Source: an optimization exercise on an open RTL-to-GDS flow (aim: small area, a short achievable clock period and few clock cycles per item). Production flows keep margins and buffers that such runs may drop. RTL that was checked went through simulation tests only; none was proved equivalent to the original. Power and IR drop assume default switching activity.

## run Z
==> flow/design.v (excerpt) <==
module g2c1_pie_rx (
    input  wire         clk,
    input  wire         rst,           
    input  wire         edge_valid,
    output wire         edge_ready,
    input  wire [31:0]  edge_dur,      
    input  wire         edge_last,     
    input  wire [31:0]  rt_tol,        
    input  wire [31:0]  tr_tol,        
    output wire         res_valid,
    input  wire         res_ready,
    output wire [31:0]  res_flags,
    output wire [31:0]  res_tari,
    output wire [31:0]  res_rtcal,
    output wire [31:0]  res_trcal,
    output wire [31:0]  res_blf,
    output wire [15:0]  res_start,
    output wire [15:0]  res_end,
    output wire [6:0]   res_nbits,
    output wire [63:0]  res_bits,      
    output wire [111:0] res_fields     
);
    localparam [31:0] MAX_SYMBOL = 32'd16384000;    
    localparam [23:0] TARI_MIN   = 24'd409600;      
    localparam [23:0] TARI_MAX   = 24'd1638400;     
    localparam [1:0] P_RT = 2'd0, P_TR = 2'd1, P_DATA = 2'd2;
    function automatic [63:0] csa(input [31:0] a, input [31:0] b, input [31:0] c, input c0);
        begin
            csa[31:0]  = a ^ b ^ c;
            csa[63:32] = {((a & b) | (a & c) | (b & c)), c0};
        end
    endfunction
    reg        b_v, b_gap, b_last;       
  ...
==> flow/config.mk <==
export PLATFORM = sky130hd
export DESIGN_NAME = g2c1_pie_rx
export DESIGN_NICKNAME = g2c1_pie_rx
export VERILOG_FILES = /design/flow/design.v
export SDC_FILE = /design/flow/constraint.sdc
export NUM_CORES = 4
export LEC_CHECK = 0
export CAP_MARGIN = 20
export CORE_MARGIN = 2
export CORE_UTILIZATION = 55
export PLACE_DENSITY = 0.7
export SLEW_MARGIN = 20
export SYNTH_HIERARCHICAL = 1
export SYNTH_MINIMUM_KEEP_SIZE = 0
==> flow/constraint.sdc <==
create_clock -name core_clock -period 10.0 [get_ports {clk}]
set_input_delay 2.0000 -clock core_clock [delete_from_list [all_inputs] [get_ports {clk}]]
set_output_delay 2.0000 -clock core_clock [all_outputs]
set_load 0.01 [all_outputs]
standard.sh (not shown) runs the stock make flow with config.mk's settings and CLKGATE_MAP_FILE= SYNTH_SCRIPT=/design/flow/synth_recipe.tcl, a recipe that flattens the netlist after the stock synthesis.
==> flow/flow/run.sh <==
#!/bin/bash
# Layout flow: the standard flow (standard synthesis included), with the
# timing repair aiming at a 3.7 ns path instead of stopping at the 10 ns clock,
# and the port buffers made of small buffers. The clock and constraints are
# the design's. Each tool's output is in orfs/logs; make's output in flow.log.
set -euo pipefail
bash standard.sh SETUP_SLACK_MARGIN=6.3 "BUFFER_PORTS_ARGS=-buffer_cell sky130_fd_sc_hd__buf_1" finish > flow.log 2>&1
Testbench counts of run Z, summed over its fixed seeds: cycles 21,124, items 1,191.
The following lists how run A was set up differently from run Z:
--- a/flow/design.v
+++ b/flow/design.v
@@ -66,20 +66,19 @@
     reg [2:0]  m_type;
     reg        o_q, o_qa, o_qr, o_ack;
     wire release_ = out_v && res_ready;
     wire proc     = c_v && !fin;
     wire c_free   = !c_v || proc;
     wire b_adv    = b_v && c_free;
     assign edge_ready = !(b_v && c_v && fin);
     wire run   = proc && !c_gap;           
     wire first = run && !act;              
-    wire eg    = run && !c_last && b_v && b_gap;
-    wire endc  = (proc && (c_gap ? act : c_last)) || eg;
+    wire endc  = proc && (c_gap ? act : c_last);
     wire [23:0] d = b_d;
     wire [23:0] x = c_d;
     wire [63:0] r1a = csa({7'd0, d, 1'b0}, {7'd0, rt_q, 1'b0}, {5'h1f, ~{3'b000, x, 2'b00}}, 1'b1);
     wire [63:0] r1b = csa(r1a[31:0], r1a[63:32], {5'h1f, ~{3'b000, x}}, 1'b1);
     wire        k1;
     g2c1_pie_rx_cy #(26) u_k1 (.a(r1b[25:0]), .b(r1b[57:32]), .co(k1));
     wire        c1  = !(r1b[26] ^ r1b[58] ^ k1);
     wire [63:0] r3a = csa({5'd0, d, 3'b000}, {7'd0, d, 1'b0}, {3'd0, tr10}, 1'b1);
     wire [63:0] r3b = csa({2'b11, ~{3'b000, x, 3'b000}}, {2'b11, ~{5'b00000, x, 1'b0}}, {2'b11, ~{6'd0, x}}, 1'b1);
@@ -106,19 +105,19 @@
         rt_big <= |rt_tol[31:24];
         tr_q   <= tr_tol[24:0];
         tr10   <= tr10_n[28:0];
         tr_big <= |tr_tol[31:25];
         if (rst) begin
             b_v <= 1'b0;
             c_v <= 1'b0;
         end else begin
             if (edge_ready) b_v <= edge_valid;
-            if (c_free) c_v <= b_v && !eg;
+            if (c_free) c_v <= b_v;
         end
         if (edge_ready) begin
             b_d    <= edge_dur[23:0];
             b_gap  <= (edge_dur > MAX_SYMBOL);
             b_last <= edge_last;
         end
         if (b_adv) begin
             c_d    <= b_d;
             c_gap  <= b_gap;
@@ -274,19 +273,19 @@
         end else if (release_) begin
             fin   <= 1'b0;
             out_v <= 1'b0;
             act   <= 1'b0;
             idx   <= end_last ? 16'd0 : idx + 16'd1;
         end else if (fin) begin
             if (dv_ok) out_v <= 1'b1;
         end else if (proc) begin
             if (run) act <= 1'b1;
-            end_last <= eg ? b_last : c_last;
+            end_last <= c_last;
             if (endc) begin
                 fin   <= 1'b1;
                 out_v <= dv_ok || dv_drop;
             end
             if (c_gap) begin
                 if (!act) idx <= c_last ? 16'd0 : idx + 16'd1;
             end else begin
                 idx <= idx + 16'd1;
             end
[summary]
- Run Z finished every stage and its layout cleared the timing, design-rule and antenna checks.
- Both conditions hold for run A: the flow ran to the end and the final layout passed the timing, design-rule and antenna checks.
- From run Z to run A the numbers moved as follows: total cell area at the placement stage decreased 0.47%; sequential share of layout area comparable; global routing usage on met2 went down by 0.49 points; count of non-filler cells in the finished layout lost about 0.9%; buffer and inverter count on the worst path has remained practically unchanged.
- Compared run A vs run Z, and cell count after synthesis is down in run A.
- Run A vs run Z: internal power consumption down
- Run Z -> run A: cell area after technology mapping flat
Function not checked in run A: the RTL went through the layout flow alone.


run 1:
Another version of the RTL of g2c1_pie_rx (not shown whole).
Size: roughly 2900 cells after synthesis, roughly 370 flip-flops, roughly 480 I/O pins.
clock: 10.0 ns
lec_check: 0
cap_margin: 20
core_margin: 2
core_utilization: 55
place_density: 0.7
slew_margin: 20
synth_hierarchical: 1
synth_minimum_keep_size: 0
==> flow/flow/run.sh <==
#!/bin/bash
# Layout flow: the standard flow (standard synthesis included), with the
# timing repair aiming at a 4 ns path instead of stopping at the 10 ns clock,
# and the port buffers made of small buffers. The clock and constraints are
# the design's. Each tool's output is in orfs/logs; make's output in flow.log.
set -euo pipefail
bash standard.sh SETUP_SLACK_MARGIN=6.0 "BUFFER_PORTS_ARGS=-buffer_cell sky130_fd_sc_hd__buf_1" finish > flow.log 2>&1
Testbench counts of run 1, summed over its fixed seeds: cycles 21,791, items 1,191.
--- input diff run 1..run 2 ---
--- a/flow/design.v
+++ b/flow/design.v
@@ -78,58 +78,59 @@
     wire [63:0] r1b = csa(r1a[31:0], r1a[63:32], {5'h1f, ~{3'b000, x}}, 1'b1);
     wire        k1;
     g2c1_pie_rx_cy #(26) u_k1 (.a(r1b[25:0]), .b(r1b[57:32]), .co(k1));
     wire        c1  = !(r1b[26] ^ r1b[58] ^ k1);
     wire [63:0] r3a = csa({5'd0, d, 3'b000}, {7'd0, d, 1'b0}, {4'd0, tr_q, 3'b000}, 1'b1);
     wire [63:0] r3b = csa({6'd0, tr_q, 1'b0}, {2'b11, ~{3'b000, x, 3'b000}}, {2'b11, ~{5'b00000, x, 1'b0}}, 1'b1);
     wire [63:0] r3c = csa(r3a[31:0], r3a[63:32], r3b[31:0], 1'b1);
     wire [63:0] r3d = csa(r3c[31:0], r3c[63:32], r3b[63:32], 1'b0);
     wire [63:0] r3e = csa(r3d[31:0], r3d[63:32], {2'b11, ~{6'd0, x}}, 1'b0);
     wire        k3;
     g2c1_pie_rx_cy #(29) u_k3 (.a(r3e[28:0]), .b(r3e[60:32]), .co(k3));
     wire        c3  = !(r3e[29] ^ r3e[61] ^ k3);
+    wire        lock   = run && !first && (phase == P_RT) && p_ok && f_rt;
+    wire        nx_tr  = run ? lock : (phase == P_TR);
+    wire [24:0] tol    = nx_tr ? tr_q : {1'b0, rt_q};
+    wire        tolbig = nx_tr ? tr_big : rt_big;
     wire [63:0] r2a = csa({7'd0, x, 1'b0}, {8'd0, x}, {4'hf, ~{4'd0, d}}, 1'b1);
-    wire [63:0] r2r = csa(r2a[31:0], r2a[63:32], {8'd0, rt_q}, 1'b0);
-    wire [63:0] r2t = csa(r2a[31:0], r2a[63:32], {7'd0, tr_q}, 1'b0);
-    wire        k2r, k2t;
-    g2c1_pie_rx_cy #(27) u_k2r (.a(r2r[26:0]), .b(r2r[58:32]), .co(k2r));
-    g2c1_pie_rx_cy #(27) u_k2t (.a(r2t[26:0]), .b(r2t[58:32]), .co(k2t));
-    wire        c2r = !(r2r[27] ^ r2r[59] ^ k2r);
-    wire        c2t = !(r2t[27] ^ r2t[59] ^ k2t);
+    wire [63:0] r2b = csa(r2a[31:0], r2a[63:32], {7'd0, tol}, 1'b0);
+    wire        k2;
+    g2c1_pie_rx_cy #(27) u_k2 (.a(r2b[26:0]), .b(r2b[58:32]), .co(k2));
+    wire        c2  = tolbig || !(r2b[27] ^ r2b[59] ^ k2);
     wire [23:0] xb = (phase == P_RT || !act) ? c_d : rtcal;
     wire        db;
     g2c1_pie_rx_cy #(25) u_db (.a({d, 1'b0}), .b(~{1'b0, xb}), .co(db));
     always @(posedge clk) begin
         rt_q   <= rt_tol[23:0];
         rt_big <= |rt_tol[31:24];
         tr_q   <= tr_tol[24:0];
         tr_big <= |tr_tol[31:25];
         if (rst) begin
             b_v <= 1'b0;
             c_v <= 1'b0;
         end else begin
             if (edge_ready) b_v <= edge_valid;
             if (c_free) c_v <= b_v;
         end
         if (edge_ready) begin
             b_d    <= edge_dur[23:0];
             b_gap  <= (edge_dur > MAX_SYMBOL);
             b_last <= edge_last;
         end
         if (b_adv) begin
             c_d    <= b_d;
             c_gap  <= b_gap;
             c_last <= b_last;
-            f_rt   <= rt_big || (c1 && c2r);
-            f_tr   <= tr_big || (c3 && c2t);
+            f_rt   <= c2 && (rt_big || c1);
+            f_tr   <= c2 && (tr_big || c3);
             f_db   <= db;
             f_tok  <= (b_d >= TARI_MIN) && (b_d <= TARI_MAX);
         end
     end
     wire        dr     = bits[59];
     wire        blf_in = dr ? (trcal >= 24'd22) : (trcal >= 24'd9);
     reg  [23:0] dv_msb;
     reg         seen;
     integer     k;
     always @(*) begin
         seen = 1'b0;
         for (k = 23; k >= 0; k = k - 1) begin
@@ -144,25 +145,24 @@
     g2c1_pie_rx_add #(26) u_dv (
         .a  (dv_pre ? dv_x : {dv_x[24:0], 1'b0}),
         .b  (dv_sub ? ~{2'b00, trcal} : {2'b00, trcal}),
         .ci (dv_sub),
         .s  (dv_xn)
     );
     wire [2:0]  dv_t3    = {dv_m3, dv_ge};
     wire        dv_g3    = (dv_t3 >= 3'd3);
     wire [1:0]  dv_m3n   = dv_g3 ? dv_t3[1:0] - 2'd3 : dv_t3[1:0];
     wire        dv_start = act && !dst && !fin && trcal_ok && blf_in &&
                            (bits[63:60] == 4'b1000) && (nbits >= 7'd5);
     wire        dv_ok    = !dst || dv_q[35] || (dv_q[34] && !dv_pre);
-    wire        lock = run && !first && (phase == P_RT) && p_ok && f_rt;
     reg        p_ok_n, cal_ok_n, trcal_ok_n, bitovf_n, dst_n;
     reg [1:0]  phase_n;
     reg [20:0] tari_n;
     reg [23:0] rtcal_n, trcal_n;
     reg [63:0] bits_n;
     reg [6:0]  nbits_n;
     reg [4:0]  crc_n;
     always @(*) begin
         if (first) begin
             p_ok_n     = 1'b0;
             cal_ok_n   = 1'b0;
             trcal_ok_n = 1'b0;
Findings:
- Run 2 against run 1: clock latency on the worst-skew pair was more or less identical, clock share of power went up by 1.5 points.
- Total power: run 2 below run 1
- Summary of run 2 over run 1: worst endpoint required time barely changed; number of buffers outside the clock class in the layout climbed 1.2%; utilization climbed 1.3 points; path length in cells of the critical path dropped 1; proportion of power drawn by combinational gates dropped 1.7 points.
- Re number of cells upsized or downsized after cts: run 1 was lower than run 2.
The RTL of run 2 was laid out without a check of its function.

## port drivers added, routing unchanged
The results above use ideal ports. As a check the final layouts listed here were re-extracted and re-timed, cells and wires unchanged. Step 1 assumes that a clkbuf_16 drives the clock port and a buf_2 every other input. Step 2 moves the port delays by t, midway between the first and last clock arrival at a register: inputs arrive t later, outputs are due t later. That takes back most of the time a late clock gives input paths. Three values: no drivers, after step 1, after step 2; two values: the first two.
run | t (ns) | setup slack, ns | latest minus earliest clock arrival (ns)
run Z | 0.649 | 6.113 / 6.113 / 5.999 | 0.027 / 0.027
run A | 0.649 | 6.225 / 6.225 / 6.037 | 0.030 / 0.029
run 1 | 0.638 | 5.769 / 5.769 / 5.716 | 0.028 / 0.028
run 2 | 0.641 | 5.526 / 5.526 / 5.526 | 0.028 / 0.028
After both steps every run listed still meets setup and hold. The setup slack of run A, which loses most, moves by 0.000 ns with the drivers and by -0.188 ns with both steps.
